What follows belongs to an exercise in optimizing a design on an open flow for small area; a production flow would make more cautious choices.
At most, simulation tests tie the RTL to the original design; equivalence was not proved.
No driver is modelled on the clock port, so clock power and skew are understated where the tree is cut down; a real chip needs a root buffer or a tree.
Power figures rest on the tool's default switching activity, not on a simulated workload.

== north ==
## flashcart
module flashcart (
    input  wire        clk,
    input  wire        rst,           
    input  wire        req_valid,
    output wire        req_ready,
    input  wire        req_ev,        
    input  wire [2:0]  req_code,      
    input  wire [1:0]  req_win,       
    input  wire        req_we,        
    input  wire [12:0] req_off,
    input  wire [7:0]  req_data,
    input  wire        cfg_fj,        
    input  wire        cfg_bj,
    input  wire        cfg_cp,
    output wire        rsp_valid,
    output wire [7:0]  rsp_data,
    output wire        rsp_ok,        
    output wire        rsp_fwd,       
    output wire        rsp_map,       
    output wire [1:0]  rsp_ge,
    output wire [3:0]  rsp_bank,
    output wire [3:0]  rsp_flags,     
    output wire        rsp_bsel,      
    output wire        rsp_cpchg,     
    output wire        fl_en,
    output wire        fl_we,
    output wire [16:0] fl_addr,
    output wire [7:0]  fl_wdata,
    input  wire [7:0]  fl_rdata,
    output wire        ram_en,
    output wire        ram_we,
    output wire [14:0] ram_addr,
    output wire [7:0]  ram_wdata,
    input  wire [7:0]  ram_rdata
);
Settings: LEC_CHECK=0, CAP_MARGIN=0, CORE_MARGIN=2, CORE_UTILIZATION=45, GPL_TIMING_DRIVEN=0, SLEW_MARGIN=0; clock period 5.0 ns.
standard.sh (not shown) runs the stock make flow with config.mk's settings and CLKGATE_MAP_FILE= SYNTH_SCRIPT=/design/flow/synth_recipe.tcl, a recipe that flattens the netlist after the stock synthesis.
==> flow/flow/run.sh <==
#!/bin/bash
# ORFS layout as standard.sh runs it, with these changes:
#  - synthesis (flow/synth.tcl, the standard synthesis script) maps the
#    logic with area-oriented ABC scripts instead of ORFS's speed script:
#    it is run once with each script in flow/abc/ and the netlist with the
#    smallest cell area is kept (registers are mapped before ABC runs, so
#    every run has the same registers);
#  - the buffers ABC inserts are removed at floorplan;
#  - the port buffers are the smallest buffer, buf_1;
#  - the clock tree is one level of clock buffers (flow/cts_hook.tcl).
set -euo pipefail
STAT=$PWD/orfs/reports/$FLOW_PLATFORM/flashcart/base/synth_stat.txt
best=""
best_area=""
for s in "$PWD"/flow/abc/*.script; do
  name=$(basename "$s" .script)
  bash standard.sh clean_synth > "clean_$name.log" 2>&1 || true
  if FLOW_ABC_SCRIPT=$s bash standard.sh SYNTH_SCRIPT=$PWD/flow/synth.tcl synth \
       > "synth_$name.log" 2>&1; then
    area=$(grep -oE "Chip area for module .*: [0-9.]+" "$STAT" | awk '{print $NF}')
    echo "$name $area" >> synth_areas.txt
    if [[ -z "$best" ]] || awk -v a="$area" -v b="$best_area" 'BEGIN{exit !(a < b)}'; then
      best=$s
      best_area=$area
    fi
  fi
done
echo "best: $best $best_area" >> synth_areas.txt
bash standard.sh clean_synth > clean_best.log 2>&1 || true
FLOW_ABC_SCRIPT=$best bash standard.sh SYNTH_SCRIPT=$PWD/flow/synth.tcl synth > synth.log 2>&1
bash standard.sh \
  BUFFER_PORTS_ARGS="-buffer_cell sky130_fd_sc_hd__buf_1" \
  REMOVE_ABC_BUFFERS=1 \
  CLK_KX=3 CLK_KY=1 CLK_CELL=sky130_fd_sc_hd__clkbuf_8 PRE_CTS_TCL=$PWD/flow/cts_hook.tcl \
  finish > layout.log 2>&1
Other scripts of this flow, unchanged in this note and not shown: flow/flow/abc/i3_sy4_e50.script, flow/flow/abc/i4_s2_e0.script, flow/flow/abc/i4_s3_e20.script, flow/flow/abc/i5_s3_e0.script, flow/flow/abc/i5_s3_e20.script, flow/flow/abc/i6_e10.script, flow/flow/abc/i6_s3_e20.script, flow/flow/abc/i6_s3_e50.script, flow/flow/abc/r2.script, flow/flow/abc/r3.script, flow/flow/cts_hook.tcl, flow/flow/synth.tcl
north finished all stages; the layout is clean.
The following lists how south was set up differently from north:
diff --git a/flow/design.v b/flow/design.v
--- a/flow/design.v
+++ b/flow/design.v
@@ -26,39 +26,38 @@
     output wire        fl_we,
     output wire [16:0] fl_addr,
     output wire [7:0]  fl_wdata,
     input  wire [7:0]  fl_rdata,
     output wire        ram_en,
     output wire        ram_we,
     output wire [14:0] ram_addr,
     output wire [7:0]  ram_wdata,
     input  wire [7:0]  ram_rdata
 );
     localparam [3:0] F_READ          = 4'b0000,
                      F_UNLOCK1       = 4'b0001,
-                     F_UNLOCK2       = 4'b0010,
-                     F_AUTOSELECT    = 4'b0011,
-                     F_PROGRAM       = 4'b0100,
-                     F_ERASE_SETUP   = 4'b0101,
-                     F_ERASE_UNLOCK1 = 4'b0110,
+                     F_UNLOCK2       = 4'b0011,
+                     F_AUTOSELECT    = 4'b0010,
+                     F_PROGRAM       = 4'b0110,
+                     F_ERASE_SETUP   = 4'b0100,
+                     F_ERASE_UNLOCK1 = 4'b0101,
                      F_ERASE_UNLOCK2 = 4'b0111;
     reg        fj, bj, cp_dev;
     reg        att;
     reg        active;
     reg [3:0]  bank;
     reg        allow_bank, no_freeze;
     reg        export_ram;
     reg [3:0]  fstate;
     reg        ph;             
-    reg [2:0]  ehi;            
     reg [13:0] els;            
     localparam [13:0] EPOL = 14'h2AAA;
     wire [13:0] elo = els ^ EPOL;
     wire cpe         = !fj && fstate[0];
     wire reu_mapping = !fj && fstate[1];
     wire wol         = fstate[2];         
     wire f_auto      = fj && (fstate == F_AUTOSELECT);
     wire f_perr  = (fstate[3:2] == 2'b10);
     wire er      = (fstate[3:1] == 3'b111);
     wire chip    = fstate[0];
     wire [7:0]  o8  = req_off[7:0];
     wire [7:0]  d   = req_data;
@@ -106,34 +105,37 @@
             default:    
                 if (!dF0)                      f_next = fstate;
         endcase
     end
     wire f_prog    = (fstate == F_PROGRAM);
     wire rd_ident  = f_auto && (o8 <= 8'h02);
     wire prog      = flash_store && f_prog;
     assign req_ready = ph;
     wire   acc       = req_valid && ph;
     wire   elo_z     = (elo[12:0] == 13'd0);
     wire   elo_fb    = elo[13] ^ elo[4] ^ elo[2] ^ elo[0] ^ elo_z;
     wire   elo_end   = elo_z && elo[13];
-    wire   er_last   = elo_end && (!chip || ehi == 3'h7);
+    wire   sec_step  = er && chip && elo_end;
+    wire   sec_t1    = sec_step && !bank[1];                
+    wire   sec_t2    = sec_t1 && bank[0];                   
+    wire   er_last   = elo_end && (!chip || (!bank[1] && bank[0] && !fj));
     wire   er_start  = flash_store && f_next[3] && f_next[2];
     assign rsp_valid = (acc && !er_start) || (er && er_last);
     wire [7:0] pgm_new = fl_rdata & d;
     wire       pgm_ok  = (pgm_new == d);
     wire fl_rd  = mem_read && !export_ram && !rd_ident && !f_perr;
     wire ram_rd = mem_read && export_ram;
     assign fl_en    = er || (req_valid && ((fl_rd && !ph) || prog));
     assign fl_we    = er || (ph && prog);
-    assign fl_addr  = {fl_a[16:14] ^ ehi, elo | (fl_a[13:0] & {14{!er}})};
+    assign fl_addr  = {fl_a[16:14], elo | (fl_a[13:0] & {14{!er}})};
     assign fl_wdata = er ? 8'hFF : pgm_new;
     assign ram_en    = !er && req_valid && ((ram_rd && !ph) || (ram_write && ph));
     assign ram_we    = ram_write;
     assign ram_addr  = {(req_win[1] || allow_bank) ? bank[1:0] : 2'b00, bank_off};
     assign ram_wdata = d;
     wire       reg_ok = att && active;
     wire [7:0] status = {bank[2], reu_mapping, bank[3], bank[1:0], 1'b0,
                          allow_bank, fj};
     wire [7:0] fstat  = {~fstate[1], fstate[0], 1'b1, 5'd0};
     wire t_fa   = req_ev && (!att || !no_freeze);
     wire t_reg  = !req_ev && is_reg && reg_ok;
     wire fl_spc = mem_read && !export_ram;
@@ -167,40 +169,43 @@
     wire a_det = a_ev && (req_code == 3'd5);
     wire a_wr  = acc && reg_wr;
     wire a_r0  = a_wr && !o8[0];
     wire a_r1f = a_wr && o8[0] && fj;
     wire a_r1n = a_wr && o8[0] && !fj && !wol;
     wire a_r1  = a_r1f || a_r1n;
     wire a_tog = acc && t_st;
     wire a_fs  = acc && flash_store;
     wire a_bk  = a_r0 || a_r1;
     always @(posedge clk) begin
         ph  <= req_valid && !er && !ph;
         els <= er ? ({elo[12:0], elo_fb} ^ EPOL) : EPOL;
-        ehi <= (er && chip) ? (elo_end ? ehi + 3'd1 : ehi) : 3'd0;
         att <= !rst && (a_att || (att && !a_det));
         if (!att) begin
             fj     <= cfg_fj;
             bj     <= cfg_bj;
             cp_dev <= cfg_cp;
+        end else if (sec_t2) begin
+            fj     <= !fj;
         end
         active      <= a_att || a_rst || a_frz ||
                        (active && !(a_r0 && d[2]));
         no_freeze   <= (a_r1 && d[2]) || (no_freeze && !(a_att || a_r1));
         allow_bank  <= (a_r1 && d[1]) || (allow_bank && !(a_att || a_r1));
         export_ram  <= a_frz || (a_r0 && d[5]) ||
                        (export_ram && !(a_att || a_rst || a_r0));
-        bank[2:0]   <= ({3{a_bk}} & {d[7], d[4], d[3]}) |
-                       ({3{!(a_att || a_bk)}} & bank[2:0]);
-        bank[3]     <= (a_r1f && bj && !d[5]) || (bank[3] && !(a_att || a_bk));
+        bank[2:0]   <= (({3{a_bk}} & {d[7], d[4], d[3]}) |
+                        ({3{!(a_att || a_bk)}} & bank[2:0])) ^
+                       {sec_t1, sec_step, sec_t1};
+        bank[3]     <= ((a_r1f && bj && !d[5]) ||
+                        (bank[3] && !(a_att || a_bk))) ^ sec_t2;
         if (a_att || (a_rst && fj) || (er && er_last))
             fstate <= F_READ;
         else if (a_rst)
             fstate[2] <= 1'b0;                   
         else if (a_r1n)
             fstate[2:0] <= {1'b1, d[6], d[0]};   
         else if (a_fs)
             fstate <= f_prog ? (pgm_ok ? F_READ : {2'b10, d[7], 1'b0}) : f_next;
         else if (a_tog)
             fstate[0] <= ~fstate[0];
         if (rst) fstate[1] <= 1'b0;
     end
Results
- Total of fill cells in the finished design: south < north
- Combinational power share: south > north
- [south] average via count per standard cell rose 0.13 relative to north
- Taking north as the reference, in south via count up 0.87%, core utilization now larger, number of sequential storage elements saw a decrease, sequential share of layout area shows a reduction of 1.3 points, wire length after detailed routing went up by 1.0%.
- Between south and north, it is south whose leakage power of the design is lower, by 0.069 nW.
In every run of this note, the design's own scripts or RTL, not TritonCTS, make the clock network.

* * *

flashcart, a different RTL version from the one above (not shown whole).
Size: ~37 flip-flops.
Design flashcart, start of the top module:
module flashcart (
    input  wire        clk,
    input  wire        rst,           
    input  wire        req_valid,
    output wire        req_ready,
    input  wire        req_ev,        
    input  wire [2:0]  req_code,      
    input  wire [1:0]  req_win,       
    input  wire        req_we,        
    input  wire [12:0] req_off,
    input  wire [7:0]  req_data,
    input  wire        cfg_fj,        
    input  wire        cfg_bj,
    input  wire        cfg_cp,
    output wire        rsp_valid,
    output wire [7:0]  rsp_data,
    output wire        rsp_ok,        
    output wire        rsp_fwd,       
    output wire        rsp_map,       
    output wire [1:0]  rsp_ge,
    output wire [3:0]  rsp_bank,
    output wire [3:0]  rsp_flags,     
    output wire        rsp_bsel,      
    output wire        rsp_cpchg,     
    output wire        fl_en,
    output wire        fl_we,
    output wire [16:0] fl_addr,
    output wire [7:0]  fl_wdata,
    input  wire [7:0]  fl_rdata,
    output wire        ram_en,
    output wire        ram_we,
    output wire [14:0] ram_addr,
    output wire [7:0]  ram_wdata,
    input  wire [7:0]  ram_rdata
);
    localparam [3:0] F_READ          = 4'b0000,
                     F_UNLOCK1       = 4'b0001,
                     F_UNLOCK2       = 4'b0010,
                     F_AUTOSELECT    = 4'b0011,
                     F_PROGRAM       = 4'b0100,
                     F_ERASE_SETUP   = 4'b0101,
                     F_ERASE_UNLOCK1 = 4'b0110,
                     F_ERASE_UNLOCK2 = 4'b0111;
    reg        fj, bj, cp_dev;
    reg        att;
    reg        active;
    reg [3:0]  bank;
    reg        allow_bank, no_freeze, reu_mapping;
    reg        wol, cpe, export_ram;
    reg [3:0]  fstate;
    reg        ph;             
    reg [2:0]  ehi;            
    reg [13:0] els;            
    localparam [13:0] EPOL = 14'h2AAA;
    wire [13:0] elo = els ^ EPOL;
    wire f_perr  = (fstate[3:2] == 2'b10);
    wire er      = (fstate[3:1] == 3'b111);
    wire chip    = fstate[0];
    wire [7:0]  o8  = req_off[7:0];
    wire [7:0]  d   = req_data;
    wire        io1 = (req_win == 2'd0);
    wire        io2 = (req_win == 2'd1);
    wire [12:0] bank_off = req_win[1] ? req_off : {4'b1111, req_win[0], o8};
  ...
Settings: LEC_CHECK=0, CAP_MARGIN=0, CORE_MARGIN=2, CORE_UTILIZATION=45, GPL_TIMING_DRIVEN=0, SLEW_MARGIN=0; clock period 5.0 ns.
==> flow/flow/run.sh <==
#!/bin/bash
# ORFS layout as standard.sh runs it, with three changes:
#  - synthesis maps the logic with an area-oriented ABC script (flow/synth.tcl);
#  - the buffers ABC inserts are removed at floorplan;
#  - the port buffers are the smallest buffer, buf_1;
#  - the clock tree is a one level of clock buffers (flow/cts_hook.tcl).
set -euo pipefail
export FLOW_ABC_SCRIPT=$PWD/flow/abc_area.script
bash standard.sh SYNTH_SCRIPT=$PWD/flow/synth.tcl synth > synth.log 2>&1
bash standard.sh \
  BUFFER_PORTS_ARGS="-buffer_cell sky130_fd_sc_hd__buf_1" \
  REMOVE_ABC_BUFFERS=1 \
  CLK_KX=3 CLK_KY=1 CLK_CELL=sky130_fd_sc_hd__clkbuf_8 PRE_CTS_TCL=$PWD/flow/cts_hook.tcl \
  finish > layout.log 2>&1
Other scripts of this flow, unchanged in this note and not shown: flow/flow/abc_area.script, flow/flow/cts_hook.tcl, flow/flow/synth.tcl
Change:
--- a/flow/design.v
+++ b/flow/design.v
@@ -166,21 +166,24 @@
     wire a_r1f = a_wr && o8[0] && fj;
     wire a_r1n = a_wr && o8[0] && !fj && !wol;
     wire a_r1  = a_r1f || a_r1n;
     wire a_tog = acc && t_st;
     wire a_fs  = acc && flash_store;
     wire a_bk  = a_r0 || a_r1;
     always @(posedge clk) begin
         ph  <= req_valid && !er && !ph;
         els <= er ? ({elo[12:0], elo_fb} ^ EPOL) : EPOL;
-        ehi <= (er && chip) ? (elo_end ? ehi + 3'd1 : ehi) : 3'd0;
+        if (rst)
+            ehi <= 3'd0;
+        else if (er && chip && elo_end)
+            ehi <= ehi + 3'd1;
         att <= !rst && (a_att || (att && !a_det));
-        if (!att) begin
+        if (a_att) begin
             fj     <= cfg_fj;
             bj     <= cfg_bj;
             cp_dev <= cfg_cp;
         end
         active      <= a_att || a_rst || a_frz ||
                        (active && !(a_r0 && d[2]));
         wol         <= a_r1n || (wol && !(a_att || a_rst));
         cpe         <= (a_r1n && d[0]) || (cpe && !(a_att || a_r1n));
         no_freeze   <= (a_r1 && d[2]) || (no_freeze && !(a_att || a_r1));
Outcome: Critical path depth increases by 4; setup slack gets better by 0.052 ns; worst hold slack is about the same; via count drops slightly; routed wire length is higher by a few percent; synthesized cell count falls slightly; sequential power is about the same.
For the first run of this note, only the layout was checked, not whether the RTL still works. No run of this note takes its clock network from TritonCTS; it comes from the design's own scripts or RTL.

port drivers added, routing unchanged:
In the flow no input, the clock included, has a driving cell. The finished layouts below were timed again as built, in two steps.
Step 1 assumes that a clkbuf_16 drives the clock port and a buf_2 every other input.
Step 2 also shifts input and output timing later by t, the mid clock arrival at the registers, as if the neighbouring blocks saw the same clock.
Slacks: ideal ports / drivers / drivers and shift; pairs: ideal ports / drivers.
run	t, ns	setup slack, ns	worst setup path at the end
north	0.187	0.219 / 0.195 / 0.195	input to output
south	0.188	0.436 / 0.464 / 0.276	input to register
the first run of note 2	0.192	0.288 / 0.267 / 0.267	input to output
the second run of note 2	0.190	0.340 / 0.313 / 0.313	input to output
After both steps every run listed still meets setup and hold. The setup slack of south, which loses most, moves by +0.028 ns with the drivers and by -0.160 ns with both steps.
